This design comes from an exercise in tuning for small area, a short achievable clock period and few clock cycles on the open sky130 flow, not from production work. Only simulation tests tie the RTL to the original design; equivalence was not proved.

==> flow/design.v <==
module dc_luma_a (
    input  wire [7:0] r,
    input  wire [7:0] g,
    input  wire [7:0] b,
    output wire [6:0] t7            
);
    wire [8:0]         dr9 = {1'b0, r} - {1'b0, g};
    wire [8:0]         db9 = {1'b0, b} - {1'b0, g};
    wire signed [22:0] dr  = {{15{dr9[7]}}, dr9[7:0]};
    wire signed [22:0] db  = {{15{db9[7]}}, db9[7:0]};
    wire signed [22:0] t = (dr <<< 14) - (dr <<< 11) + ((db - dr) <<< 9) + ((dr + db) <<< 7)
                         - (dr <<< 4) - ((dr + db) <<< 2) + dr + (db <<< 12);
    assign t7 = t[22:16];
endmodule
module dc_luma_b (
    input  wire [7:0] g,
    input  wire [6:0] t7,
    output reg  [7:0] gv
);
    wire [7:0] l = g + {t7[6], t7};
    reg  [4:0] k;
    always @(*) begin
        case (l)
            8'd0: k = 5'd0;
            8'd1: k = 5'd0;
            8'd2: k = 5'd0;
            8'd3: k = 5'd0;
            8'd4: k = 5'd0;
            8'd5: k = 5'd0;
            8'd6: k = 5'd1;
            8'd7: k = 5'd1;
            8'd8: k = 5'd1;
            8'd9: k = 5'd1;
            8'd10: k = 5'd1;
            8'd11: k = 5'd1;
            8'd12: k = 5'd1;
            8'd13: k = 5'd1;
            8'd14: k = 5'd1;
            8'd15: k = 5'd1;
            8'd16: k = 5'd2;
            8'd17: k = 5'd2;
            8'd18: k = 5'd2;
            8'd19: k = 5'd2;
            8'd20: k = 5'd2;
            8'd21: k = 5'd2;
            8'd22: k = 5'd2;
            8'd23: k = 5'd2;
            8'd24: k = 5'd2;
            8'd25: k = 5'd2;
            8'd26: k = 5'd2;
            8'd27: k = 5'd3;
            8'd28: k = 5'd3;
            8'd29: k = 5'd3;
            8'd30: k = 5'd3;
            8'd31: k = 5'd3;
            8'd32: k = 5'd3;
            8'd33: k = 5'd3;
            8'd34: k = 5'd3;
            8'd35: k = 5'd3;
            8'd36: k = 5'd3;
            8'd37: k = 5'd3;
            8'd38: k = 5'd4;
            8'd39: k = 5'd4;
            8'd40: k = 5'd4;
            8'd41: k = 5'd4;
            8'd42: k = 5'd4;
            8'd43: k = 5'd4;
            8'd44: k = 5'd4;
            8'd45: k = 5'd4;
            8'd46: k = 5'd4;
            8'd47: k = 5'd4;
            8'd48: k = 5'd5;
            8'd49: k = 5'd5;
            8'd50: k = 5'd5;
            8'd51: k = 5'd5;
            8'd52: k = 5'd5;
            8'd53: k = 5'd5;
            8'd54: k = 5'd5;
            8'd55: k = 5'd5;
            8'd56: k = 5'd5;
            8'd57: k = 5'd5;
            8'd58: k = 5'd5;
            8'd59: k = 5'd6;
            8'd60: k = 5'd6;
            8'd61: k = 5'd6;
            8'd62: k = 5'd6;
            8'd63: k = 5'd6;
            8'd64: k = 5'd6;
            8'd65: k = 5'd6;
            8'd66: k = 5'd6;
            8'd67: k = 5'd6;
            8'd68: k = 5'd6;
            8'd69: k = 5'd6;
            8'd70: k = 5'd7;
            8'd71: k = 5'd7;
            8'd72: k = 5'd7;
            8'd73: k = 5'd7;
            8'd74: k = 5'd7;
            8'd75: k = 5'd7;
            8'd76: k = 5'd7;
            8'd77: k = 5'd7;
            8'd78: k = 5'd7;
            8'd79: k = 5'd7;
            8'd80: k = 5'd8;
            8'd81: k = 5'd8;
            8'd82: k = 5'd8;
            8'd83: k = 5'd8;
            8'd84: k = 5'd8;
            8'd85: k = 5'd8;
            8'd86: k = 5'd8;
            8'd87: k = 5'd8;
            8'd88: k = 5'd8;
            8'd89: k = 5'd8;
            8'd90: k = 5'd8;
            8'd91: k = 5'd9;
            8'd92: k = 5'd9;
            8'd93: k = 5'd9;
            8'd94: k = 5'd9;
            8'd95: k = 5'd9;
            8'd96: k = 5'd9;
            8'd97: k = 5'd9;
            8'd98: k = 5'd9;
            8'd99: k = 5'd9;
            8'd100: k = 5'd9;
            8'd101: k = 5'd10;
            8'd102: k = 5'd10;
            8'd103: k = 5'd10;
            8'd104: k = 5'd10;
            8'd105: k = 5'd10;
            8'd106: k = 5'd10;
            8'd107: k = 5'd10;
            8'd108: k = 5'd10;
            8'd109: k = 5'd10;
            8'd110: k = 5'd10;
            8'd111: k = 5'd10;
            8'd112: k = 5'd11;
            8'd113: k = 5'd11;
            8'd114: k = 5'd11;
            8'd115: k = 5'd11;
            8'd116: k = 5'd11;
            8'd117: k = 5'd11;
            8'd118: k = 5'd11;
            8'd119: k = 5'd11;
            8'd120: k = 5'd11;
            8'd121: k = 5'd11;
            8'd122: k = 5'd11;
            8'd123: k = 5'd12;
            8'd124: k = 5'd12;
            8'd125: k = 5'd12;
            8'd126: k = 5'd12;
            8'd127: k = 5'd12;
            8'd128: k = 5'd12;
            8'd129: k = 5'd12;
            8'd130: k = 5'd12;
            8'd131: k = 5'd12;
            8'd132: k = 5'd12;
            8'd133: k = 5'd13;
            8'd134: k = 5'd13;
            8'd135: k = 5'd13;
            8'd136: k = 5'd13;
            8'd137: k = 5'd13;
            8'd138: k = 5'd13;
            8'd139: k = 5'd13;
            8'd140: k = 5'd13;
            8'd141: k = 5'd13;
            8'd142: k = 5'd13;
            8'd143: k = 5'd13;
            8'd144: k = 5'd14;
            8'd145: k = 5'd14;
            8'd146: k = 5'd14;
            8'd147: k = 5'd14;
            8'd148: k = 5'd14;
            8'd149: k = 5'd14;
            8'd150: k = 5'd14;
            8'd151: k = 5'd14;
            8'd152: k = 5'd14;
            8'd153: k = 5'd14;
            8'd154: k = 5'd14;
            8'd155: k = 5'd15;
            8'd156: k = 5'd15;
            8'd157: k = 5'd15;
            8'd158: k = 5'd15;
            8'd159: k = 5'd15;
            8'd160: k = 5'd15;
            8'd161: k = 5'd15;
            8'd162: k = 5'd15;
            8'd163: k = 5'd15;
            8'd164: k = 5'd15;
            8'd165: k = 5'd16;
            8'd166: k = 5'd16;
            8'd167: k = 5'd16;
            8'd168: k = 5'd16;
            8'd169: k = 5'd16;
            8'd170: k = 5'd16;
            8'd171: k = 5'd16;
            8'd172: k = 5'd16;
            8'd173: k = 5'd16;
            8'd174: k = 5'd16;
            8'd175: k = 5'd16;
            8'd176: k = 5'd17;
            8'd177: k = 5'd17;
            8'd178: k = 5'd17;
            8'd179: k = 5'd17;
            8'd180: k = 5'd17;
            8'd181: k = 5'd17;
            8'd182: k = 5'd17;
            8'd183: k = 5'd17;
            8'd184: k = 5'd17;
            8'd185: k = 5'd17;
            8'd186: k = 5'd18;
            8'd187: k = 5'd18;
            8'd188: k = 5'd18;
            8'd189: k = 5'd18;
            8'd190: k = 5'd18;
            8'd191: k = 5'd18;
            8'd192: k = 5'd18;
            8'd193: k = 5'd18;
            8'd194: k = 5'd18;
            8'd195: k = 5'd18;
            8'd196: k = 5'd18;
            8'd197: k = 5'd19;
            8'd198: k = 5'd19;
            8'd199: k = 5'd19;
            8'd200: k = 5'd19;
            8'd201: k = 5'd19;
            8'd202: k = 5'd19;
            8'd203: k = 5'd19;
            8'd204: k = 5'd19;
            8'd205: k = 5'd19;
            8'd206: k = 5'd19;
            8'd207: k = 5'd19;
            8'd208: k = 5'd20;
            8'd209: k = 5'd20;
            8'd210: k = 5'd20;
            8'd211: k = 5'd20;
            8'd212: k = 5'd20;
            8'd213: k = 5'd20;
            8'd214: k = 5'd20;
            8'd215: k = 5'd20;
            8'd216: k = 5'd20;
            8'd217: k = 5'd20;
            8'd218: k = 5'd21;
            8'd219: k = 5'd21;
            8'd220: k = 5'd21;
            8'd221: k = 5'd21;
            8'd222: k = 5'd21;
            8'd223: k = 5'd21;
            8'd224: k = 5'd21;
            8'd225: k = 5'd21;
            8'd226: k = 5'd21;
            8'd227: k = 5'd21;
            8'd228: k = 5'd21;
            8'd229: k = 5'd22;
            8'd230: k = 5'd22;
            8'd231: k = 5'd22;
            8'd232: k = 5'd22;
            8'd233: k = 5'd22;
            8'd234: k = 5'd22;
            8'd235: k = 5'd22;
            8'd236: k = 5'd22;
            8'd237: k = 5'd22;
            8'd238: k = 5'd22;
            8'd239: k = 5'd22;
            8'd240: k = 5'd23;
            8'd241: k = 5'd23;
            8'd242: k = 5'd23;
            8'd243: k = 5'd23;
            8'd244: k = 5'd23;
            8'd245: k = 5'd23;
            8'd246: k = 5'd23;
            8'd247: k = 5'd23;
            8'd248: k = 5'd23;
            8'd249: k = 5'd23;
            8'd250: k = 5'd23;
            8'd251: k = 5'd23;
            8'd252: k = 5'd23;
            8'd253: k = 5'd23;
            8'd254: k = 5'd23;
            8'd255: k = 5'd23;
            default: k = 5'd23;
        endcase
    end
    always @(*) begin
        case (k)
            5'd0: gv = 8'd0;
            5'd1: gv = 8'd11;
            5'd2: gv = 8'd21;
            5'd3: gv = 8'd32;
            5'd4: gv = 8'd43;
            5'd5: gv = 8'd53;
            5'd6: gv = 8'd64;
            5'd7: gv = 8'd74;
            5'd8: gv = 8'd85;
            5'd9: gv = 8'd96;
            5'd10: gv = 8'd106;
            5'd11: gv = 8'd117;
            5'd12: gv = 8'd128;
            5'd13: gv = 8'd138;
            5'd14: gv = 8'd149;
            5'd15: gv = 8'd159;
            5'd16: gv = 8'd170;
            5'd17: gv = 8'd181;
            5'd18: gv = 8'd191;
            5'd19: gv = 8'd202;
            5'd20: gv = 8'd213;
            5'd21: gv = 8'd223;
            5'd22: gv = 8'd234;
            5'd23: gv = 8'd244;
            default: gv = 8'd244;
        endcase
    end
endmodule
module dc_gidx (
    input  wire [7:0] gv,
    output reg  [7:0] idx
);
    always @(*) begin
        case (gv)
            8'd0: idx = 8'd232;
            8'd11: idx = 8'd233;
            8'd21: idx = 8'd234;
            8'd32: idx = 8'd235;
            8'd43: idx = 8'd236;
            8'd53: idx = 8'd237;
            8'd64: idx = 8'd238;
            8'd74: idx = 8'd239;
            8'd85: idx = 8'd240;
            8'd96: idx = 8'd241;
            8'd106: idx = 8'd242;
            8'd117: idx = 8'd243;
            8'd128: idx = 8'd244;
            8'd138: idx = 8'd245;
            8'd149: idx = 8'd246;
            8'd159: idx = 8'd247;
            8'd170: idx = 8'd248;
            8'd181: idx = 8'd249;
            8'd191: idx = 8'd250;
            8'd202: idx = 8'd251;
            8'd213: idx = 8'd252;
            8'd223: idx = 8'd253;
            8'd234: idx = 8'd254;
            8'd244: idx = 8'd255;
            default: idx = 8'd255;
        endcase
    end
endmodule
module dc_truncate (
    input  wire [7:0]         x,
    input  wire [7:0]         gv,
    input  wire [1:0]         sel,
    output reg  [7:0]         w,
    output wire signed [13:0] d,
    output wire               far
);
    reg [2:0] l;
    reg [7:0] base;
    always @(*) begin
        if (x <= 8'd25)       begin l = 3'd0; base = 8'd0;   end
        else if (x <= 8'd76)  begin l = 3'd1; base = 8'd51;  end
        else if (x <= 8'd127) begin l = 3'd2; base = 8'd102; end
        else if (x <= 8'd178) begin l = 3'd3; base = 8'd153; end
        else if (x <= 8'd229) begin l = 3'd4; base = 8'd204; end
        else                  begin l = 3'd5; base = 8'd255; end
    end
    wire [8:0] dcs = {1'b0, x} - {1'b0, base};
    wire [4:0] dcm = dcs[8] ? (5'd0 - dcs[4:0]) : dcs[4:0];      
    wire [8:0] dgs = {1'b0, x} - {1'b0, gv};
    wire [7:0] dgm = dgs[8] ? (8'd0 - dgs[7:0]) : dgs[7:0];
    assign far = (dgm > 8'd43);
    wire [9:0]  sqc = dcm * dcm;
    wire [11:0] sqg = dgm[5:0] * dgm[5:0];
    assign d = $signed({2'b00, sqg}) - $signed({4'b0000, sqc});
    always @(*) begin
        case (sel)
            2'd0:    w = {5'd0, l};                               
            2'd2:    w = {4'd0, l, 1'b0} + {3'd0, l, 2'b00};      
            default: w = {3'd0, l, 2'b00} + {l, 5'b00000};        
        endcase
    end
endmodule
module dither_core (
    input  wire        clk,
    input  wire        rst,           
    input  wire        start,         
    input  wire [1:0]  op,            
    input  wire [15:0] width,
    input  wire [15:0] height,
    input  wire [15:0] stride,
    input  wire [15:0] src_base,
    input  wire [15:0] dbuf_base,
    input  wire [7:0]  qstep,
    input  wire        dout,
    output reg         busy,
    output reg         done,          
    output reg  [2:0]  err_code,      
    output reg         mem_req,
    output reg         mem_we,
    output reg  [15:0] mem_addr,
    output reg  [7:0]  mem_wdata,
    input  wire [7:0]  mem_rdata
);
    localparam S_IDLE = 3'd0;
    localparam S_LOOP = 3'd1;
    localparam S_XTRA = 3'd2;
    localparam S_EVAL = 3'd3;
    localparam S_LG   = 3'd4;
    localparam S_MAP  = 3'd5;
    localparam S_DTH  = 3'd6;
    localparam S_CMP  = 3'd7;
    reg [2:0]  state;
    reg [1:0]  ph;            
    reg [1:0]  opr;
    reg [15:0] wr;            
    reg [15:0] st;            
    reg [7:0]  nq;            
    reg        dq;            
    reg [15:0] hc;            
    reg [15:0] cc;            
    reg [15:0] pa, pb;        
    reg        pa16, pb16, ov1, ov2;
    reg        first, drain;
    reg [1:0]  cl;            
    reg        pw, pw2;       
    reg        nf;            
    reg        near;          
    reg [7:0]  curv;          
    reg [7:0]  ob;            
    reg [7:0]  b1, b2;        
    reg [7:0]  rq;            
    reg [7:0]  qq;            
    reg [7:0]  e;             
    reg [7:0]  gvr;           
    reg [7:0]  xb;            
    wire is_map  = (opr == 2'd1);
    wire is_dth  = (opr == 2'd2);
    wire fast    = |wr[15:2];
    wire lastrow = (hc == 16'd1);
    wire row_full = (cc == wr);
    wire more_pix = !(row_full && lastrow);
    wire accept  = (state == S_IDLE) && start;
    reg         pa_bsel;      
    reg  [16:0] pa_op;
    reg  [16:0] pb_op;
    wire [16:0] pa_base = pa_bsel ? {1'b0, pb} : {pa16, pa};
    wire [17:0] pa_sum  = {1'b0, pa_base} + {1'b0, pa_op};
    wire [17:0] pb_sum  = {1'b0, pb16, pb} + {1'b0, pb_op};
    wire [6:0] luma_t7;
    wire [7:0] luma_gv;
    wire [7:0] gray_idx;
    dc_luma_a u_luma_a (.r(curv), .g(ob), .b(rq), .t7(luma_t7));
    dc_luma_b u_luma_b (.g(ob), .t7(qq[6:0]), .gv(luma_gv));
    dc_gidx   u_gidx   (.gv(gvr), .idx(gray_idx));
    reg  [7:0] ch_x;
    always @(*) begin
        case (ph)
            2'd2:    ch_x = ob;       
            2'd3:    ch_x = curv;     
            default: ch_x = xb;       
        endcase
    end
    wire [7:0]         ch_w;          
    wire signed [13:0] ch_d;          
    wire               ch_far;
    dc_truncate u_trunc (.x(ch_x), .gv(gvr), .sel(ph), .w(ch_w), .d(ch_d), .far(ch_far));
    wire               ch_first = (ph == 2'd2);
    wire signed [13:0] acc      = {b1[5:0], b2};
    wire signed [13:0] acc_n    = (ch_first ? 14'sd0 : acc) + ch_d;
    wire [7:0]         ci_n     = (ch_first ? 8'd16 : e) + ch_w;
    wire               near_n   = (ch_first | near) & ~ch_far;
    wire [7:0]         map_idx  = (near && acc[13]) ? gray_idx : e;
    wire       es   = e[7];
    wire [6:0] em   = e[6:0];
    wire [9:0] em7  = {em, 3'b000} - {3'b000, em};
    wire [9:0] em5  = {1'b0, em, 2'b00} + {3'b000, em};
    wire [8:0] em3  = {1'b0, em, 1'b0} + {2'b00, em};
    function [7:0] satadd;
        input [7:0] x;
        input       neg;
        input [5:0] t;
        reg   [9:0] s;
        begin
            s = {2'b00, x} + ({4'b0000, t} ^ {10{neg}}) + {9'd0, neg};
            if (s[9])      satadd = 8'd0;
            else if (s[8]) satadd = 8'd255;
            else           satadd = s[7:0];
        end
    endfunction
    wire a1  = cl[1] & ~pw;
    wire rb0 = fast & nf & (cl == 2'd1);
    wire rb1 = fast & nf & (cl == 2'd2);
    wire m7  = a1;
    wire m1  = a1;
    wire m5  = (cl[1] & ~pw2) | rb0;
    wire m3  = ((cl == 2'd3) & ~pw2) | rb0;
    wire wb  = ((cl == 2'd3) & ~lastrow) | rb0 | rb1;
    wire [7:0] old  = satadd(curv, es, m7 ? em7[9:4] : 6'd0);
    wire [7:0] nb2w = satadd(b2,   es, m3 ? {1'b0, em3[8:4]} : 6'd0);
    wire [7:0] nb2  = satadd(b1,   es, m5 ? em5[9:4] : 6'd0);
    wire [7:0] nb1  = satadd(ob,   es, m1 ? {3'b000, em[6:4]} : 6'd0);
    reg  [7:0] dv_rin;
    reg  [2:0] dv_bits;
    reg  [7:0] dv_r;
    reg  [2:0] dv_q;
    reg  [8:0] dv_t;
    reg  [9:0] dv_s;
    integer    i;
    always @(*) begin
        dv_r = dv_rin;
        for (i = 2; i >= 0; i = i - 1) begin
            dv_t = {dv_r, dv_bits[i]};
            dv_s = {1'b0, dv_t} - {2'b00, nq};
            dv_q[i] = ~dv_s[9];
            dv_r = dv_s[9] ? dv_t[7:0] : dv_s[7:0];
        end
    end
    always @(*) begin
        case (ph)
            2'd0:    begin dv_rin = 8'd0; dv_bits = {1'b0, old[7:6]}; end
            2'd1:    begin dv_rin = rq;   dv_bits = curv[5:3];        end
            default: begin dv_rin = rq;   dv_bits = curv[2:0];        end
        endcase
    end
    wire [9:0]  rd_s   = {1'b0, rq, 1'b0} - {2'b00, nq};
    wire        up     = ~rd_s[9];
    wire [7:0]  nmr    = nq - rq;                        
    wire [6:0]  err_m  = up ? nmr[6:0] : rq[6:0];
    wire [7:0]  q_n    = qq + {7'd0, up};
    wire [8:0]  qn     = {1'b0, curv} + ({2'b00, err_m} ^ {9{~up}}) + {8'd0, ~up};
    wire [7:0]  out_n  = dq ? ((up & qn[8]) ? 8'd255 : qn[7:0]) : q_n;
    wire [15:0] src_s  = {b1, b2};
    wire [15:0] dbuf_s = mem_addr;
    wire e1_big = ov1 | (pa16 & |pa);
    wire e2_big = ov2 | (pb16 & |pb);
    wire src_lt = first;
    wire dbf_lt = drain;
    reg [2:0] chk;
    always @(*) begin
        if (opr == 2'd3)                                       chk = 3'd1;
        else if (is_dth && nq == 8'd0)                         chk = 3'd3;
        else if (wr == 16'd0 || hc == 16'd0 ||
                 (!is_dth && src_lt && dbf_lt))                chk = 3'd7;
        else if (e1_big || (!is_dth && e2_big))                chk = 3'd6;
        else                                                   chk = 3'd0;
    end
    reg        pa_en, pb_en, ma_en, ma_pb;
    reg        req_n, we_n, req_en;
    reg        cc_en;  reg [1:0] cc_sel;      
    reg        hc_dec;
    reg        st_en;  reg [1:0] st_sel;      
    reg        wd_en;  reg [1:0] wd_sel;      
    reg        fin;                           
    reg        err_en;
    reg  [2:0] state_n; reg [1:0] ph_n;
    reg        ov_en;
    always @(*) begin
        pa_bsel = 1'b0;
        pa_op   = 17'h1ffff;                     
        pb_op   = 17'h1ffff;                     
        pa_en = 1'b0; pb_en = 1'b0; ma_en = 1'b0; ma_pb = 1'b0;
        req_n = 1'b0; we_n = 1'b0; req_en = 1'b0;
        cc_en = 1'b0; cc_sel = 2'd0; hc_dec = 1'b0;
        st_en = 1'b0; st_sel = 2'd0;
        wd_en = 1'b0; wd_sel = 2'd0;
        fin = 1'b0; err_en = 1'b0; ov_en = 1'b0;
        state_n = state; ph_n = ph;
        case (state)
            S_IDLE: begin
                req_en = 1'b1;
                if (start) state_n = S_LOOP;
            end
            S_LOOP: begin
                pa_op = {1'b0, wr};
                pb_op = first ? (is_map ? {wr, 1'b0} : {1'b0, wr}) : {1'b0, st};
                if (hc != 16'd0) begin
                    pa_en = 1'b1; pb_en = ~is_dth; ov_en = 1'b1;
                    cc_en = 1'b1;
                end
                if (cc == hc) begin
                    st_en = 1'b1; st_sel = {1'b0, is_map};
                end
                if (cc == hc || hc == 16'd0)
                    state_n = is_map ? S_XTRA : S_CMP;
            end
            S_XTRA: begin
                pb_op = {1'b0, wr};
                pb_en = 1'b1; ov_en = 1'b1;
                st_en = 1'b1; st_sel = 2'd0;
                state_n = S_CMP;
            end
            S_CMP: begin
                pa_op = ~{1'b0, src_s};
                pb_op = ~{1'b0, dbuf_s};
                state_n = S_EVAL;
            end
            S_EVAL: begin
                req_en = 1'b1;
                if (chk != 3'd0) begin
                    fin = 1'b1; err_en = 1'b1;
                    state_n = S_IDLE;
                end else begin
                    err_en = 1'b1;
                    st_en = 1'b1; st_sel = 2'd2;
                    req_n = 1'b1; we_n = 1'b0;
                    pb_en = 1'b1; ma_en = 1'b1; ma_pb = 1'b1;
                    cc_en = 1'b1;
                    if (is_dth) begin
                        pa_bsel = 1'b1;
                        pa_op   = 17'h1fffe;             
                        pb_op   = {1'b0, wr};            
                        pa_en   = 1'b1;
                        cc_sel  = 2'd2;
                        ph_n    = 2'd1;
                        state_n = S_DTH;
                    end else begin
                        cc_sel  = 2'd1;
                        ph_n    = 2'd0;
                        state_n = (opr == 2'd0) ? S_LG : S_MAP;
                    end
                end
            end
            S_LG: begin
                req_en = 1'b1;
                pb_op  = row_full ? {1'b1, st} : 17'h1ffff;
                if (ph == 2'd0) begin
                    ph_n = 2'd1;
                    if (!first) begin
                        req_n = 1'b1; we_n = 1'b1;
                        pa_en = 1'b1; ma_en = 1'b1;
                    end
                end else if (drain) begin
                    fin = 1'b1;
                    state_n = S_IDLE;
                end else begin
                    wd_en = 1'b1; wd_sel = 2'd0;
                    if (more_pix) begin
                        ph_n  = 2'd0;
                        req_n = 1'b1;
                        pb_en = 1'b1; ma_en = 1'b1; ma_pb = 1'b1;
                        cc_en = 1'b1; cc_sel = row_full ? 2'd1 : 2'd0;
                        hc_dec = row_full;
                    end else begin
                        req_n = 1'b1; we_n = 1'b1;
                        pa_en = 1'b1; ma_en = 1'b1;
                    end
                end
            end
            S_MAP: begin
                req_en = 1'b1;
                pb_op  = (ph == 2'd3 && row_full) ? {1'b1, st} : 17'h1ffff;
                case (ph)
                    2'd0: begin
                        ph_n  = 2'd1;
                        if (!drain) begin
                            req_n = 1'b1;
                            pb_en = 1'b1; ma_en = 1'b1; ma_pb = 1'b1;
                        end
                    end
                    2'd1: begin
                        wd_en = 1'b1; wd_sel = 2'd1;
                        ph_n  = 2'd2;
                        if (!drain) begin
                            req_n = 1'b1;
                            pb_en = 1'b1; ma_en = 1'b1; ma_pb = 1'b1;
                        end else if (pw) begin
                            req_n = 1'b1; we_n = 1'b1;
                            pa_en = 1'b1; ma_en = 1'b1;
                        end
                    end
                    2'd2: begin
                        ph_n = 2'd3;
                        if (drain && pw) begin
                            fin = 1'b1;
                            state_n = S_IDLE;
                        end else if (cl == 2'd2) begin
                            req_n = 1'b1; we_n = 1'b1;
                            pa_en = 1'b1; ma_en = 1'b1;
                        end
                    end
                    default: begin
                        ph_n = 2'd0;
                        if (!drain && more_pix) begin
                            req_n = 1'b1;
                            pb_en = 1'b1; ma_en = 1'b1; ma_pb = 1'b1;
                            cc_en = 1'b1; cc_sel = row_full ? 2'd1 : 2'd0;
                            hc_dec = row_full;
                        end
                    end
                endcase
            end
            S_DTH: begin
                req_en = 1'b1;
                case (ph)
                    2'd0: begin
                        pb_op = (cl == 2'd0) ? 17'd1 : 17'd4;
                        wd_en = 1'b1; wd_sel = 2'd2;
                        if (lastrow && pw && !pw2) begin
                            fin = 1'b1;
                            state_n = S_IDLE;
                        end else begin
                            ph_n  = 2'd1;
                            req_n = 1'b1;
                            pb_en = 1'b1; ma_en = 1'b1; ma_pb = 1'b1;
                        end
                    end
                    2'd1: begin
                        pa_op = 17'd2;
                        ph_n  = 2'd2;
                        req_n = 1'b1;
                        pa_en = 1'b1; ma_en = 1'b1;
                    end
                    2'd2: begin
                        pb_op = 17'h1fffd;               
                        ph_n  = 2'd3;
                        req_n = wb; we_n = 1'b1;
                        pb_en = 1'b1; ma_en = 1'b1; ma_pb = 1'b1;
                    end
                    default: begin
                        pa_op = (pw2 & ~lastrow) ? 17'h1fffc : 17'h1ffff;
                        wd_en = 1'b1; wd_sel = 2'd3;
                        ph_n  = 2'd0;
                        req_n = (cl != 2'd0) & ~pw; we_n = 1'b1;
                        pa_en = 1'b1; ma_en = 1'b1;
                        cc_en = 1'b1;
                        if (fast && row_full && !pw && !lastrow) begin
                            cc_sel = 2'd1; hc_dec = 1'b1;
                        end else if (pw2 && !lastrow) begin
                            cc_sel = 2'd2; hc_dec = 1'b1;
                        end
                    end
                endcase
            end
            default: state_n = S_IDLE;
        endcase
    end
    always @(posedge clk) begin
        if (rst) begin
            state   <= S_IDLE;
            busy    <= 1'b0;
            done    <= 1'b0;
            mem_req <= 1'b0;
        end else begin
            state <= state_n;
            done  <= fin;
            if (accept)      busy <= 1'b1;
            else if (fin)    busy <= 1'b0;
            if (req_en)      mem_req <= req_n;
        end
    end
    always @(posedge clk) begin
        ph <= ph_n;
        if (req_en) mem_we <= we_n;
        if (err_en) err_code <= chk;
        if (accept) begin
            opr <= op;
            wr  <= width;
            nq  <= qstep;
            dq  <= dout;
        end
        if (accept)       pa <= dbuf_base;
        else if (pa_en)   pa <= pa_sum[15:0];
        if (accept)       pb <= (op == 2'd2) ? dbuf_base : src_base;
        else if (pb_en)   pb <= pb_sum[15:0];
        if (accept)       mem_addr <= dbuf_base;
        else if (ma_en)   mem_addr <= ma_pb ? pb_sum[15:0] : pa_sum[15:0];
        if (accept) begin
            pa16 <= 1'b0; pb16 <= 1'b0; ov1 <= 1'b0; ov2 <= 1'b0;
        end else if (ov_en) begin
            if (pa_en) begin pa16 <= pa_sum[16]; ov1 <= ov1 | pa_sum[17]; end
            if (pb_en) begin pb16 <= pb_sum[16]; ov2 <= ov2 | pb_sum[17]; end
        end
        if (accept)       st <= stride;
        else if (st_en) begin
            if (st_sel[1]) st <= ~st;
            else           st <= st - (st_sel[0] ? {wr[14:0], 1'b0} : wr);
        end
        if (accept)       hc <= height;
        else if (hc_dec)  hc <= hc - 16'd1;
        if (accept)       cc <= 16'd1;
        else if (cc_en) begin
            case (cc_sel)
                2'd0:    cc <= cc + 16'd1;
                2'd1:    cc <= 16'd1;
                default: cc <= 16'd0;
            endcase
        end
        if (wd_en) begin
            case (wd_sel)
                2'd0:    mem_wdata <= mem_rdata;
                2'd1:    mem_wdata <= map_idx;
                2'd2:    mem_wdata <= nb2w;
                default: mem_wdata <= out_n;
            endcase
        end
        if (accept)                              first <= 1'b1;
        else if (state == S_LOOP)                first <= 1'b0;
        else if (state == S_CMP)                 first <= ov1 | pa_sum[17];
        else if (state == S_EVAL)                first <= 1'b1;
        else if (state == S_LG && ph == 2'd1)    first <= 1'b0;
        if (state == S_CMP) begin
            drain <= ov2 | pb_sum[17];
        end else if (state == S_EVAL) begin
            drain <= 1'b0; cl <= 2'd0; pw <= 1'b0; pw2 <= 1'b0; nf <= 1'b0;
        end else if (state == S_LG) begin
            if (ph == 2'd1 && !more_pix) drain <= 1'b1;
        end else if (state == S_MAP) begin
            if (ph == 2'd3) begin
                if (cl != 2'd2) cl <= cl + 2'd1;
                if (drain)      pw <= 1'b1;
                if (!more_pix)  drain <= 1'b1;
            end
        end else if (state == S_DTH && ph == 2'd3) begin
            if (fast && row_full && !pw && !lastrow) begin
                cl <= 2'd1; nf <= 1'b1;
            end else if (pw2 && !lastrow) begin
                cl <= 2'd0; pw <= 1'b0; pw2 <= 1'b0; nf <= 1'b1;
            end else begin
                if (cl != 2'd3) cl <= cl + 2'd1;
                if (row_full)   pw <= 1'b1;
                if (pw)         pw2 <= 1'b1;
            end
        end
        if (state == S_DTH) begin
            case (ph)
                2'd0: begin
                    curv <= old;
                    b2   <= nb2;
                    b1   <= nb1;
                end
                2'd2: ob <= mem_rdata;
                2'd3: begin
                    curv <= mem_rdata;
                    e    <= {up, err_m};
                end
                default: ;
            endcase
            if (ph != 2'd3) begin
                rq <= dv_r;
                qq <= {qq[4:0], dv_q};
            end
        end else if (state == S_MAP) begin
            case (ph)
                2'd0: begin
                    qq[6:0] <= luma_t7;
                    xb      <= rq;
                end
                2'd1: begin
                    rq  <= mem_rdata;
                    gvr <= luma_gv;
                end
                2'd2: ob      <= mem_rdata;
                default: curv <= mem_rdata;
            endcase
            if (ph != 2'd1) begin
                {b1[5:0], b2} <= acc_n;
                e             <= ci_n;
                near          <= near_n;
            end
        end else if (accept) begin
            {b1, b2} <= src_base;
        end
    end
endmodule
==> flow/run.sh <==
#!/bin/bash
# synth_recipe.tcl (not shown) runs the flow's synth.tcl, then flattens the netlist and writes it again
# the make line also repeats each setting of config.mk as NAME=value (left out here)
make -C /OpenROAD-flow-scripts/flow DESIGN_CONFIG=/design/flow/config.mk WORK_HOME=/design/flow/orfs CLKGATE_MAP_FILE= SYNTH_SCRIPT=/design/flow/synth_recipe.tcl finish
==> flow/config.mk <==
export PLATFORM = sky130hd
export DESIGN_NAME = dither_core
export DESIGN_NICKNAME = dither_core
export VERILOG_FILES = /design/flow/design.v
export SDC_FILE = /design/flow/constraint.sdc
export NUM_CORES = 4
export LEC_CHECK = 0
export CAP_MARGIN = 20
export CORE_MARGIN = 2
export CORE_UTILIZATION = 40
export SLEW_MARGIN = 20
==> flow/constraint.sdc <==
create_clock -name core_clock -period 30.0 [get_ports {clk}]
set_input_delay 6.0000 -clock core_clock [delete_from_list [all_inputs] [get_ports {clk}]]
set_output_delay 6.0000 -clock core_clock [all_outputs]
set_load 0.01 [all_outputs]
==> flow_metrics.tcl, run 1 <==
set metrics [dict create \
    grt_setup_unrepaired "no" \
    synth_cells 3184 \
    crit_family "adder cells" \
    synth_most_common_cell "ha_1" \
    root_buffer "clkbuf_16" \
    async_flop_share 0 \
    die_h_um 266.7 \
    synth_edf_count 198 \
    reg2reg_from "ph[0]$_DFFE_PP_" \
    gp_congestion 0.9108 \
    synth_top_area_frac 0.2154 \
    fin_nets 3784 \
    reg2reg_slack_ns 19.00 \
    period_minus_slack_ns 11.00 \
    cts.repair.resized 0 \
    start_util 0.4031 \
    drive_gt1_frac 0.05438 \
    cp.required_ns 30.32 \
    cts_tree "built" \
    setup_tns_ns 0 \
    tightestPinTransition_ns 1.039 \
    hold_end "busy$_SDFFE_PP0P_" \
    vias_per_cell 5.643 \
    fp.dieArea_mm2 0.07111 \
    cts_htree_levels 1 \
    netlist_top_cells_count "320 x ha_1, 271 x nor2_1, 267 x nand2_1" \
    slew-limit-headroom 0.3073 \
    rr_worst_depth 42 \
    crit_path_frequent_cell "fa_1" \
    worst-path-stages 42 \
    clk_path_buf_depth 3 \
    route.vias.total 23450 \
    ioPinCount 133 \
    die_w_um 266.7 \
    cp-end-kind "register" \
    diodes 0 \
    clk_pin_slew_ns 0.06 \
    max_clock_freq_mhz 90.90 \
    critPathSlowestCell "ha_1" \
    yosysWarnings 4 \
    worst_path_largest_cell_delay_ns 0.59 \
    skew_ns 0.06351 \
    crit_fanout 26 \
    r2r-end "b1[5]$_DFFE_PP_" \
    final_util 0.4489 \
    clkLatencyLatePin_ns 0.64 \
    antenna_left 0 \
    core_area_mm2 0.06847 \
    grt_usage 0.2351 \
    grt_first_pass_wirelength_um 131100 \
    grt-ovfl-total 0 \
    cp.buffers_inverters 5 \
    maxCapViolCount 0 \
    hpwlAfterDp_um 65640 \
    cts_inserted_buffers 30 \
    hp-class "register to register" \
    drt-total-wl_um 84170 \
    ys_types 107 \
    critical_path_arrival_ns 11.32 \
    hold_viol 0 \
    syn_nets 3719 \
    grt_pass1_vias 22760 \
    drtIter0Drc 1824 \
    synth-seq-cells 225 \
    area_growth_pct 11.36 \
    cts.sinks 225 \
    status "finished clean" \
    synth_top_area_cell "edfxtp_1" \
    finalCritPeriodShare 0.3667 \
    drtPass1Iterations 6 \
    ys_seq_area_frac 0.2350 \
    postCtsSetupBuffers 0 \
    port_buffers 132 \
    drcViolationCount 0 \
    ys.flop_type "edfxtp_1" \
    min_path_cells 2 \
    grt_max_degree 78 \
    cts-hold-fix-buffers 0 \
    wl_per_cell_um 20.26 \
    crit_type "register to register" \
    maxSlewViolCount 0 \
    worstHoldStart "busy$_SDFFE_PP0P_" \
    num_rows 96 \
    syn_area_per_cell_um2 8.668 \
    startpoint_type "register" \
    synthTopCellsByArea "edfxtp_1 22%, ha_1 15%, fa_1 8.2%" \
    setup_viol 0 \
    grt_antenna_before_repair 1 \
    synthesis.area_mm2 0.02760 \
]
area by class of cell:
class	count	area [um2]
clock buffers	36	793.3
clock inverters	20	287.8
fillers	6778	37730
inverters	268	1007
multi-input cells	2563	19520
flip-flops and latches	225	6486
well taps	882	1104
repair buffers	161	1539
layer usage:
layer	global-route usage	part of all wire	vias to the layer above
met5	0	0.00013	-
met4	0.06043	0.028	2
met3	0.02500	0.056	140
met2	0.3971	0.47	694
met1	0.3201	0.45	11150
li1	-	-	11460
tightest hold or removal path, stage by stage (launching register included):
cell and delay, ns:
dfxtp_1 0.34, a21oi_1 0.06, nor2_1 0.07
registers in the layout, indices dropped and copies added (netlist names), 3 cells and up:
register / cells
err_code: 3
rq: 8
pb: 16
qq: 8
pa: 16
cc: 16
gvr: 6
wr: 16
mem_wdata: 8
st: 16
b2: 8
hc: 16
curv: 8
ob: 8
state: 3
e: 8
b1: 8
mem_addr: 16
xb: 8
nq: 8
cells by family (layout without fill, tap and decap cells):
family,Yosys count,in the layout,synth area share
flip-flops,225,225,0.2350
AO/OA/AOI/OAI,831,831,0.1896
AND/OR/NAND/NOR,910,910,0.1576
XOR/XNOR,274,274,0.08773
multiplexers,114,114,0.04357
adder cells (fa/ha/maj),433,433,0.2270
other,1,1,0.0001359
buffers and inverters,396,485,0.05926
layout by cell type (no fill, tap or decap), types with 23 or more instances in the layout:
master / netlist / final
a211oi_1: 23 / 23
a21o_1: 46 / 46
a21oi_1: 237 / 237
a31oi_1: 28 / 28
buf_4: 15 / 29
clkbuf_16: 0 / 30
clkdlybuf4s50_1: 0 / 132
dfxtp_1: 27 / 27
edfxtp_1: 198 / 198
fa_1: 113 / 113
ha_1: 320 / 320
inv_1: 264 / 264
mux2_2: 40 / 40
mux2i_1: 71 / 71
nand2_1: 267 / 266
nand2b_1: 37 / 37
nand3_1: 74 / 73
nor2_1: 271 / 271
nor2b_1: 63 / 62
nor3_1: 58 / 56
o21a_1: 29 / 29
o21ai_0: 227 / 226
o21bai_1: 34 / 34
xnor2_1: 194 / 194
xor2_1: 78 / 78
worst max path at each step:
| stage | from | slack, ns | endpoint |
|---|---|---|---|
| finish | ph[0]$_DFFE_PP_ | 19.00 | b1[5]$_DFFE_PP_ |
| global route | ph[0]$_DFFE_PP_ | 18.30 | b1[5]$_DFFE_PP_ |
| global placement | ph[0]$_DFFE_PP_ | 19.33 | b1[5]$_DFFE_PP_ |
| detailed placement | ph[0]$_DFFE_PP_ | 19.15 | b1[5]$_DFFE_PP_ |
| CTS | ph[0]$_DFFE_PP_ | 19.08 | b1[5]$_DFFE_PP_ |
| floorplan | ob[1]$_DFFE_PP_ | 20.30 | qq[6]$_DFFE_PP_ |
per-stage QoR:
step	std cells	instance area [um2]	hold slack, ns	setup WS (ns)
finish	4155	30730	0.5095	19.00
global route	4155	30730	0.5440	18.30
CTS	4155	30720	0.5053	19.08
detailed placement	4099	29640	0.4829	19.15
global placement	4099	29640	0.4720	19.33
floorplan	3184	27600	0.4606	20.30
Testbench counts, summed over its fixed seeds: cycles 97,707.
==> run 2, diff against run 1 <==
--- a/flow/design.v
+++ b/flow/design.v
@@ -1,13 +1,19 @@
-module dc_luma_a (
-    input  wire [7:0] r,
-    input  wire [7:0] g,
-    input  wire [7:0] b,
-    output wire [6:0] t7            
+module dc_luma_p (
+    input  wire [7:0]          r,
+    input  wire [7:0]          g,
+    output wire signed [21:0]  p            
 );
     wire [8:0]         dr9 = {1'b0, r} - {1'b0, g};
+    wire signed [21:0] dr  = {{14{dr9[7]}}, dr9[7:0]};
+    assign p = (dr <<< 14) - (dr <<< 11) - (dr <<< 9) + (dr <<< 7) - (dr <<< 4) - (dr <<< 2) + dr;
+endmodule
+module dc_luma_t (
+    input  wire signed [21:0]  p,
+    input  wire [7:0]          b,
+    input  wire [7:0]          g,
+    output wire [6:0]          t7
+);
     wire [8:0]         db9 = {1'b0, b} - {1'b0, g};
-    wire signed [22:0] dr  = {{15{dr9[7]}}, dr9[7:0]};
     wire signed [22:0] db  = {{15{db9[7]}}, db9[7:0]};
-    wire signed [22:0] t = (dr <<< 14) - (dr <<< 11) + ((db - dr) <<< 9) + ((dr + db) <<< 7)
-                         - (dr <<< 4) - ((dr + db) <<< 2) + dr + (db <<< 12);
+    wire signed [22:0] t = {p[21], p} + (db <<< 12) + (db <<< 9) + (db <<< 7) - (db <<< 2);
     assign t7 = t[22:16];
@@ -346,9 +352,7 @@
 endmodule
-module dc_truncate (
-    input  wire [7:0]         x,
-    input  wire [7:0]         gv,
-    input  wire [1:0]         sel,
-    output reg  [7:0]         w,
-    output wire signed [13:0] d,
-    output wire               far
+module dc_cube (
+    input  wire [7:0]  x,
+    input  wire [1:0]  sel,
+    output reg  [7:0]  w,
+    output wire [9:0]  sq
 );
@@ -364,15 +368,11 @@
     end
-    wire [8:0] dcs = {1'b0, x} - {1'b0, base};
-    wire [4:0] dcm = dcs[8] ? (5'd0 - dcs[4:0]) : dcs[4:0];      
-    wire [8:0] dgs = {1'b0, x} - {1'b0, gv};
-    wire [7:0] dgm = dgs[8] ? (8'd0 - dgs[7:0]) : dgs[7:0];
-    assign far = (dgm > 8'd43);
-    wire [9:0]  sqc = dcm * dcm;
-    wire [11:0] sqg = dgm[5:0] * dgm[5:0];
-    assign d = $signed({2'b00, sqg}) - $signed({4'b0000, sqc});
+    wire [7:0] up = x - base;
+    wire [7:0] dn = base - x;
+    wire [4:0] m  = (x >= base) ? up[4:0] : dn[4:0];      
+    assign sq = m * m;
     always @(*) begin
         case (sel)
-            2'd0:    w = {5'd0, l};                               
+            2'd1:    w = {3'd0, l, 2'b00} + {l, 5'b00000};        
             2'd2:    w = {4'd0, l, 1'b0} + {3'd0, l, 2'b00};      
-            default: w = {3'd0, l, 2'b00} + {l, 5'b00000};        
+            default: w = {5'd0, l};                               
         endcase
@@ -380,2 +380,14 @@
 endmodule
+module dc_gray (
+    input  wire [7:0]  x,
+    input  wire [7:0]  gv,
+    output wire [11:0] sq,
+    output wire        far
+);
+    wire [7:0] up = x - gv;
+    wire [7:0] dn = gv - x;
+    wire [7:0] m  = (x >= gv) ? up : dn;
+    assign far = (m > 8'd43);
+    assign sq  = m[5:0] * m[5:0];
+endmodule
 module dither_core (
@@ -431,2 +443,3 @@
     reg [7:0]  e;             
+    reg signed [6:0] t7s;     
     reg [7:0]  gvr;           
@@ -439,9 +452,12 @@
     wire more_pix = !(row_full && lastrow);
-    wire accept  = (state == S_IDLE) && start;
-    reg         pa_bsel;      
+    wire idle    = (state == S_IDLE);
+    wire accept  = idle && start;
+    reg         p_bsel;       
     reg  [16:0] pa_op;
     reg  [16:0] pb_op;
-    wire [16:0] pa_base = pa_bsel ? {1'b0, pb} : {pa16, pa};
+    wire [16:0] pa_base = p_bsel ? {1'b0, mem_addr} : {pa16, pa};
+    wire [16:0] pb_base = p_bsel ? {1'b0, mem_addr} : {pb16, pb};
     wire [17:0] pa_sum  = {1'b0, pa_base} + {1'b0, pa_op};
-    wire [17:0] pb_sum  = {1'b0, pb16, pb} + {1'b0, pb_op};
+    wire [17:0] pb_sum  = {1'b0, pb_base} + {1'b0, pb_op};
+    wire signed [21:0] luma_p;
     wire [6:0] luma_t7;
@@ -449,26 +465,23 @@
     wire [7:0] gray_idx;
-    dc_luma_a u_luma_a (.r(curv), .g(ob), .b(rq), .t7(luma_t7));
+    dc_luma_p u_luma_p (.r(ob), .g(curv), .p(luma_p));
+    dc_luma_t u_luma_t (.p({qq[5:0], b1, b2}), .b(curv), .g(ob), .t7(luma_t7));
     dc_luma_b u_luma_b (.g(ob), .t7(qq[6:0]), .gv(luma_gv));
     dc_gidx   u_gidx   (.gv(gvr), .idx(gray_idx));
-    reg  [7:0] ch_x;
-    always @(*) begin
-        case (ph)
-            2'd2:    ch_x = ob;       
-            2'd3:    ch_x = curv;     
-            default: ch_x = xb;       
-        endcase
-    end
-    wire [7:0]         ch_w;          
-    wire signed [13:0] ch_d;          
-    wire               ch_far;
-    dc_truncate u_trunc (.x(ch_x), .gv(gvr), .sel(ph), .w(ch_w), .d(ch_d), .far(ch_far));
-    wire               ch_first = (ph == 2'd2);
-    wire signed [13:0] acc      = {b1[5:0], b2};
-    wire signed [13:0] acc_n    = (ch_first ? 14'sd0 : acc) + ch_d;
-    wire [7:0]         ci_n     = (ch_first ? 8'd16 : e) + ch_w;
-    wire               near_n   = (ch_first | near) & ~ch_far;
-    wire [7:0]         map_idx  = (near && acc[13]) ? gray_idx : e;
+    wire [7:0] cube_x = rq;
+    wire [7:0] gray_x = xb;    
+    wire [7:0]  cube_w;
+    wire [9:0]  cube_sq;
+    wire [11:0] gray_sq;
+    wire        gray_far;
+    dc_cube u_cube (.x(cube_x), .sel(ph), .w(cube_w), .sq(cube_sq));
+    dc_gray u_gray (.x(gray_x), .gv(gvr), .sq(gray_sq), .far(gray_far));
+    reg  [10:0] dcr;          
+    reg  [12:0] dgr;          
+    wire [10:0] dc_n    = ((ph == 2'd1) ? 11'd0 : dcr) + {1'b0, cube_sq};
+    wire [7:0]  ci_n    = ((ph == 2'd1) ? 8'd16 : e) + cube_w;
+    wire [12:0] dg_n    = ((ph == 2'd2) ? 13'd0 : dgr) + {1'b0, gray_sq};
+    wire        near_n  = ((ph == 2'd2) | near) & ~gray_far;
+    wire [7:0]  map_idx = (near && (dgr < {2'b00, dcr})) ? gray_idx : e;
     wire       es   = e[7];
     wire [6:0] em   = e[6:0];
-    wire [9:0] em7  = {em, 3'b000} - {3'b000, em};
     wire [9:0] em5  = {1'b0, em, 2'b00} + {3'b000, em};
@@ -495,3 +508,5 @@
     wire wb  = ((cl == 2'd3) & ~lastrow) | rb0 | rb1;
-    wire [7:0] old  = satadd(curv, es, m7 ? em7[9:4] : 6'd0);
+    wire [6:0] t7u  = m7 ? t7s : 7'd0;
+    wire [9:0] olds = {2'b00, curv} + {{3{t7u[6]}}, t7u};
+    wire [7:0] old  = olds[9] ? 8'd0 : (olds[8] ? 8'd255 : olds[7:0]);
     wire [7:0] nb2w = satadd(b2,   es, m3 ? {1'b0, em3[8:4]} : 6'd0);
@@ -499,4 +514,21 @@
     wire [7:0] nb1  = satadd(ob,   es, m1 ? {3'b000, em[6:4]} : 6'd0);
-    reg  [7:0] dv_rin;
+    reg  [2:0] d0_r;
+    reg  [2:0] d0_q;
+    reg  [3:0] d0_t;
+    integer    i;
+    always @(*) begin
+        d0_r = 3'd0;
+        for (i = 2; i >= 0; i = i - 1) begin
+            d0_t = {d0_r, old[5 + i]};
+            if (nq[7:4] == 4'd0 && d0_t >= nq[3:0]) begin
+                d0_q[i] = 1'b1;
+                d0_t    = d0_t - nq[3:0];
+            end else begin
+                d0_q[i] = 1'b0;
+            end
+            d0_r = d0_t[2:0];
+        end
+    end
     reg  [2:0] dv_bits;
+    reg  [7:0] dv_r2, dv_r3;
     reg  [7:0] dv_r;
@@ -505,18 +537,14 @@
     reg  [9:0] dv_s;
-    integer    i;
+    integer    j;
     always @(*) begin
-        dv_r = dv_rin;
-        for (i = 2; i >= 0; i = i - 1) begin
-            dv_t = {dv_r, dv_bits[i]};
+        dv_bits = (ph == 2'd1) ? curv[4:2] : {curv[1:0], 1'b0};
+        dv_r = rq;
+        for (j = 2; j >= 0; j = j - 1) begin
+            dv_t = {dv_r, dv_bits[j]};
             dv_s = {1'b0, dv_t} - {2'b00, nq};
-            dv_q[i] = ~dv_s[9];
+            dv_q[j] = ~dv_s[9];
             dv_r = dv_s[9] ? dv_t[7:0] : dv_s[7:0];
+            if (j == 1) dv_r2 = dv_r;
         end
-    end
-    always @(*) begin
-        case (ph)
-            2'd0:    begin dv_rin = 8'd0; dv_bits = {1'b0, old[7:6]}; end
-            2'd1:    begin dv_rin = rq;   dv_bits = curv[5:3];        end
-            default: begin dv_rin = rq;   dv_bits = curv[2:0];        end
-        endcase
+        dv_r3 = dv_r;
     end
@@ -529,2 +557,4 @@
     wire [7:0]  out_n  = dq ? ((up & qn[8]) ? 8'd255 : qn[7:0]) : q_n;
+    wire [9:0]  t7m    = {err_m, 3'b000} - {3'b000, err_m};
+    wire [6:0]  t7n    = up ? (7'd0 - {1'b0, t7m[9:4]}) : {1'b0, t7m[9:4]};
     wire [15:0] src_s  = {b1, b2};
@@ -555,3 +585,3 @@
     always @(*) begin
-        pa_bsel = 1'b0;
+        p_bsel  = 1'b0;
         pa_op   = 17'h1ffff;                     
@@ -592,2 +622,3 @@
                 pb_op = ~{1'b0, dbuf_s};
+                st_en = is_map; st_sel = 2'd3;
                 state_n = S_EVAL;
@@ -606,3 +637,3 @@
                     if (is_dth) begin
-                        pa_bsel = 1'b1;
+                        p_bsel  = 1'b1;
                         pa_op   = 17'h1fffe;             
@@ -614,2 +645,3 @@
                     end else begin
+                        if (is_map) pb_op = 17'h1fffd;   
                         cc_sel  = 2'd1;
@@ -648,3 +680,3 @@
                 req_en = 1'b1;
-                pb_op  = (ph == 2'd3 && row_full) ? {1'b1, st} : 17'h1ffff;
+                pb_op  = (ph == 2'd3) ? (row_full ? {1'b1, st} : 17'h1fffb) : 17'd1;
                 case (ph)
@@ -752,3 +784,3 @@
         if (err_en) err_code <= chk;
-        if (accept) begin
+        if (idle) begin
             opr <= op;
@@ -758,9 +790,9 @@
         end
-        if (accept)       pa <= dbuf_base;
+        if (idle)       pa <= dbuf_base;
         else if (pa_en)   pa <= pa_sum[15:0];
-        if (accept)       pb <= (op == 2'd2) ? dbuf_base : src_base;
+        if (idle)       pb <= src_base;
         else if (pb_en)   pb <= pb_sum[15:0];
-        if (accept)       mem_addr <= dbuf_base;
+        if (idle)       mem_addr <= dbuf_base;
         else if (ma_en)   mem_addr <= ma_pb ? pb_sum[15:0] : pa_sum[15:0];
-        if (accept) begin
+        if (idle) begin
             pa16 <= 1'b0; pb16 <= 1'b0; ov1 <= 1'b0; ov2 <= 1'b0;
@@ -770,10 +802,10 @@
         end
-        if (accept)       st <= stride;
+        if (idle)       st <= stride;
         else if (st_en) begin
-            if (st_sel[1]) st <= ~st;
-            else           st <= st - (st_sel[0] ? {wr[14:0], 1'b0} : wr);
+            if (st_sel == 2'd2) st <= ~st;
+            else                st <= st - (st_sel[1] ? 16'hfffc : st_sel[0] ? {wr[14:0], 1'b0} : wr);
         end
-        if (accept)       hc <= height;
+        if (idle)       hc <= height;
         else if (hc_dec)  hc <= hc - 16'd1;
-        if (accept)       cc <= 16'd1;
+        if (idle)       cc <= 16'd1;
         else if (cc_en) begin
@@ -793,3 +825,3 @@
         end
-        if (accept)                              first <= 1'b1;
+        if (idle)                              first <= 1'b1;
         else if (state == S_LOOP)                first <= 1'b0;
@@ -832,2 +864,18 @@
                     e    <= {up, err_m};
+                    t7s  <= t7n;
+                end
+                default: ;
+            endcase
+            case (ph)
+                2'd0: begin
+                    rq <= {5'd0, d0_r};
+                    qq <= {qq[4:0], d0_q};
+                end
+                2'd1: begin
+                    rq <= dv_r3;
+                    qq <= {qq[4:0], dv_q};
+                end
+                2'd2: begin
+                    rq <= dv_r2;
+                    qq <= {qq[5:0], dv_q[2:1]};
                 end
@@ -835,6 +883,2 @@
             endcase
-            if (ph != 2'd3) begin
-                rq <= dv_r;
-                qq <= {qq[4:0], dv_q};
-            end
         end else if (state == S_MAP) begin
@@ -843,17 +887,31 @@
                     qq[6:0] <= luma_t7;
-                    xb      <= rq;
+                    dgr     <= dg_n;
+                    near    <= near_n;
                 end
                 2'd1: begin
-                    rq  <= mem_rdata;
-                    gvr <= luma_gv;
+                    gvr  <= luma_gv;
+                    dcr  <= dc_n;
+                    e    <= ci_n;
+                end
+                2'd2: begin
+                    dcr  <= dc_n;
+                    e    <= ci_n;
+                    dgr  <= dg_n;
+                    near <= near_n;
+                end
+                default: begin
+                    dcr  <= dc_n;
+                    e    <= ci_n;
+                    dgr  <= dg_n;
+                    near <= near_n;
+                    {qq[5:0], b1, b2} <= luma_p;
                 end
-                2'd2: ob      <= mem_rdata;
-                default: curv <= mem_rdata;
             endcase
-            if (ph != 2'd1) begin
-                {b1[5:0], b2} <= acc_n;
-                e             <= ci_n;
-                near          <= near_n;
+            if (ph != 2'd0) begin
+                curv <= mem_rdata;
+                ob   <= curv;
+                rq   <= ob;
+                xb   <= rq;
             end
-        end else if (accept) begin
+        end else if (idle) begin
             {b1, b2} <= src_base;
==> run 2 against run 1 <==
  * Global-route usage increased by 1.5 points
  * Sequential cell count grew 31
  * Fmax rose by 40%
  * Non-clock buffer count grew 19
  * Register-to-register slack improved by 3.1 ns
  * Hold slack got worse by 0.022 ns
==> flow_metrics.tcl, run 2 <==
set metrics [dict create \
    cts_htree_levels 2 \
    regArea_mm2 0.007418 \
    die_h_um 276.9 \
    ys_seq_area_frac 0.2490 \
    synthTopCellsByArea "edfxtp_1 23%, ha_1 15%, fa_1 7.1%" \
    cts_inserted_buffers 36 \
    multiInputGateArea_mm2 0.02081 \
    maxSlewViolCount 0 \
    r2r-end "rq[0]$_DFFE_PP_" \
    grt_max_degree 71 \
    clk_pin_slew_ns 0.06 \
    synth-seq-cells 256 \
    netlist_top_cells_count "462 x nand2_1, 357 x ha_1, 268 x inv_1" \
    final_util 0.4498 \
    place_ws_ns 22.21 \
    postCtsSetupBuffers 0 \
    area_growth_pct 11.84 \
    max_clock_freq_mhz 127.1 \
    hold_end "ov2$_SDFFE_PP0P_" \
    synth_most_common_cell "nand2_1" \
    slew-limit-headroom 0.2859 \
    synth_top_area_frac 0.2308 \
    antenna_left 0 \
    fp.dieArea_mm2 0.07668 \
    start_util 0.4022 \
    hpwlAfterDp_um 76130 \
    cts.sinks 256 \
    status "finished clean" \
    cts_tree "built" \
    synth_top_area_cell "edfxtp_1" \
    rr_worst_depth 26 \
    skew_ns 0.03248 \
    period_minus_slack_ns 7.868 \
    grt-ovfl-total 0 \
    setup_viol 0 \
    yosysWarnings 4 \
    grt_first_pass_wirelength_um 149900 \
    hp-class "register to register" \
    drcViolationCount 0 \
    synthesis.area_mm2 0.02979 \
    critPathSlowestCell "a2111oi_2" \
    port_buffers 132 \
    drtIter0Drc 2233 \
    cp.buffers_inverters 1 \
    crit_family "compound AO/OA/AOI/OAI gates" \
    fillers 7343 \
    placed_area_mm2 0.03213 \
    min_path_cells 2 \
    grt_antenna_before_repair 1 \
    synth_cells 3525 \
    cts.repair.resized 0 \
    die_w_um 276.9 \
    cp.required_ns 30.31 \
    final_area_mm2 0.03332 \
    worst_path_largest_cell_delay_ns 0.76 \
    reg2reg_slack_ns 22.13 \
    dp.cells 4527 \
    crit_fanout 15 \
    root_buffer "clkbuf_16" \
    crit_type "register to register" \
    reg2reg_from "ph[1]$_DFFE_PP_" \
    final_cell_mix "461 x nand2_1, 357 x ha_1, 267 x inv_1" \
    startpoint_type "register" \
    cp-end-kind "register" \
    tightestPinTransition_ns 1.071 \
    grt_usage 0.2497 \
    ys_types 95 \
    drive_gt1_frac 0.04745 \
    critical_path_arrival_ns 8.18 \
    hold_viol 0 \
    drtPass1Iterations 8 \
    num_rows 100 \
    vias_per_cell 5.787 \
    wl_per_cell_um 21.15 \
    grt_setup_unrepaired "no" \
    worstHoldStart "ov2$_SDFFE_PP0P_" \
    grt_pass1_vias 25190 \
    ioPinCount 133 \
    fin_nets 4162 \
    clk_path_buf_depth 3 \
    fin_ws_ns 22.13 \
    core_area_mm2 0.07407 \
    layout_commonest_cell "nand2_1" \
    maxCapViolCount 0 \
    gp_congestion 0.9696 \
    setup_tns_ns 0 \
    syn_area_per_cell_um2 8.452 \
    timing.hold.ws_ns 0.4873 \
    final_cells 4595 \
    clkLatencyLatePin_ns 0.58 \
    route.vias.total 26590 \
    syn_nets 4089 \
    finalCritPeriodShare 0.2623 \
    cts-hold-fix-buffers 0 \
    drt-total-wl_um 97200 \
    synth_edf_count 229 \
    async_flop_share 0 \
    ys.flop_type "edfxtp_1" \
]
==> run 2: metal layers <==
| metal | wire length [um] | GRT usage | vias up |
|---|---|---|---|
| met1 | 44040 | 0.3557 | 12690 |
| met5 | 0 | 0 | - |
| met2 | 42790 | 0.3900 | 978 |
| met3 | 7648 | 0.03940 | 164 |
| met4 | 2724 | 0.07163 | 0 |
| li1 | - | - | 12760 |
==> run 2: worst max-delay path by stage <==
| stage | endpoint | cells after the start | from |
|---|---|---|---|
| 2_1_floorplan | dgr[12]$_DFFE_PP_ | 26 | gvr[3]$_DFFE_PP_ |
| 6_report | rq[0]$_DFFE_PP_ | 26 | ph[1]$_DFFE_PP_ |
| 4_1_cts | rq[0]$_DFFE_PP_ | 26 | ph[1]$_DFFE_PP_ |
| 5_1_grt | rq[0]$_DFFE_PP_ | 26 | ph[1]$_DFFE_PP_ |
| 3_5_place_dp | state[2]$_SDFFE_PP0P_ | 7 | start |
| 3_3_place_gp | state[2]$_SDFFE_PP0P_ | 7 | start |
==> run 2: layout make-up <==
cell class | count | share of cell area
Sequential cell | 256 | 0.2226
Clock buffer | 47 | 0.02918
Inverter | 273 | 0.03083
Antenna cell | 1 | 0.00007510
Clock inverter | 18 | 0.005595
Tap cell | 969 | 0.03639
Timing Repair Buffer | 180 | 0.05081
Multi-Input combinational cell | 2851 | 0.6245
==> run 2: kinds of logic (layout without fill, tap and decap cells) <==
logic type / Yosys count / count (layout) / share of synthesized area
buffers and inverters: 418 / 518 / 0.05388
muxes: 73 / 73 / 0.02532
xor gates and xnor gates: 253 / 253 / 0.07463
and+or+nand+nor: 1132 / 1132 / 0.1758
AOI/OAI and AO/OA: 930 / 930 / 0.2006
DFF: 256 / 256 / 0.2490
other: 0 / 1 / 0
adders and majority gates: 463 / 463 / 0.2208
==> run 2: worst register-to-register path, stage by stage, from the launching register on <==
cell       delay, ns
edfxtp_1        0.41
inv_1           0.10
ha_1            0.32
mux2i_1         0.22
ha_1            0.24
nand2b_1        0.17
a211o_1         0.30
a21oi_1         0.22
or2_2           0.35
mux2i_1         0.39
ha_1            0.29
nor2b_1         0.14
o31a_1          0.25
o21ai_0         0.28
a211oi_1        0.14
a2111oi_2       0.76
mux2i_1         0.52
ha_1            0.31
nor2b_1         0.12
o21ai_0         0.21
a21boi_0        0.16
o21ai_0         0.23
a21boi_0        0.17
o31a_1          0.30
a311o_1         0.52
mux2i_1         0.19
a221o_1         0.30
Testbench counts of run 2, summed over its fixed seeds: cycles 97,707.

## static timing again, ports no longer ideal
In the flow no input, the clock included, has a driving cell. The finished layouts below were timed again as built, in two steps.
Step 1 assumes that a clkbuf_16 drives the clock port and a buf_2 every other input.
Step 2 adds t to the input delays and takes it off the output delays; t is the mean of the earliest and latest rising clock arrival at the registers after step 1. Input paths then give back, and output paths get back, about the clock's delay inside the block.
Three values: ideal ports, drivers, drivers and shift; two values: the first two.
run | t, ns | setup WS [ns] | worst setup path at the end | clock arrival spread, ns
run 1 | 0.675 | 18.999 / 18.999 / 18.999 | register to register | 0.067 / 0.066
run 2 | 0.627 | 22.132 / 22.132 / 22.132 | register to register | 0.034 / 0.033
After both steps setup and hold are still met in every run listed.
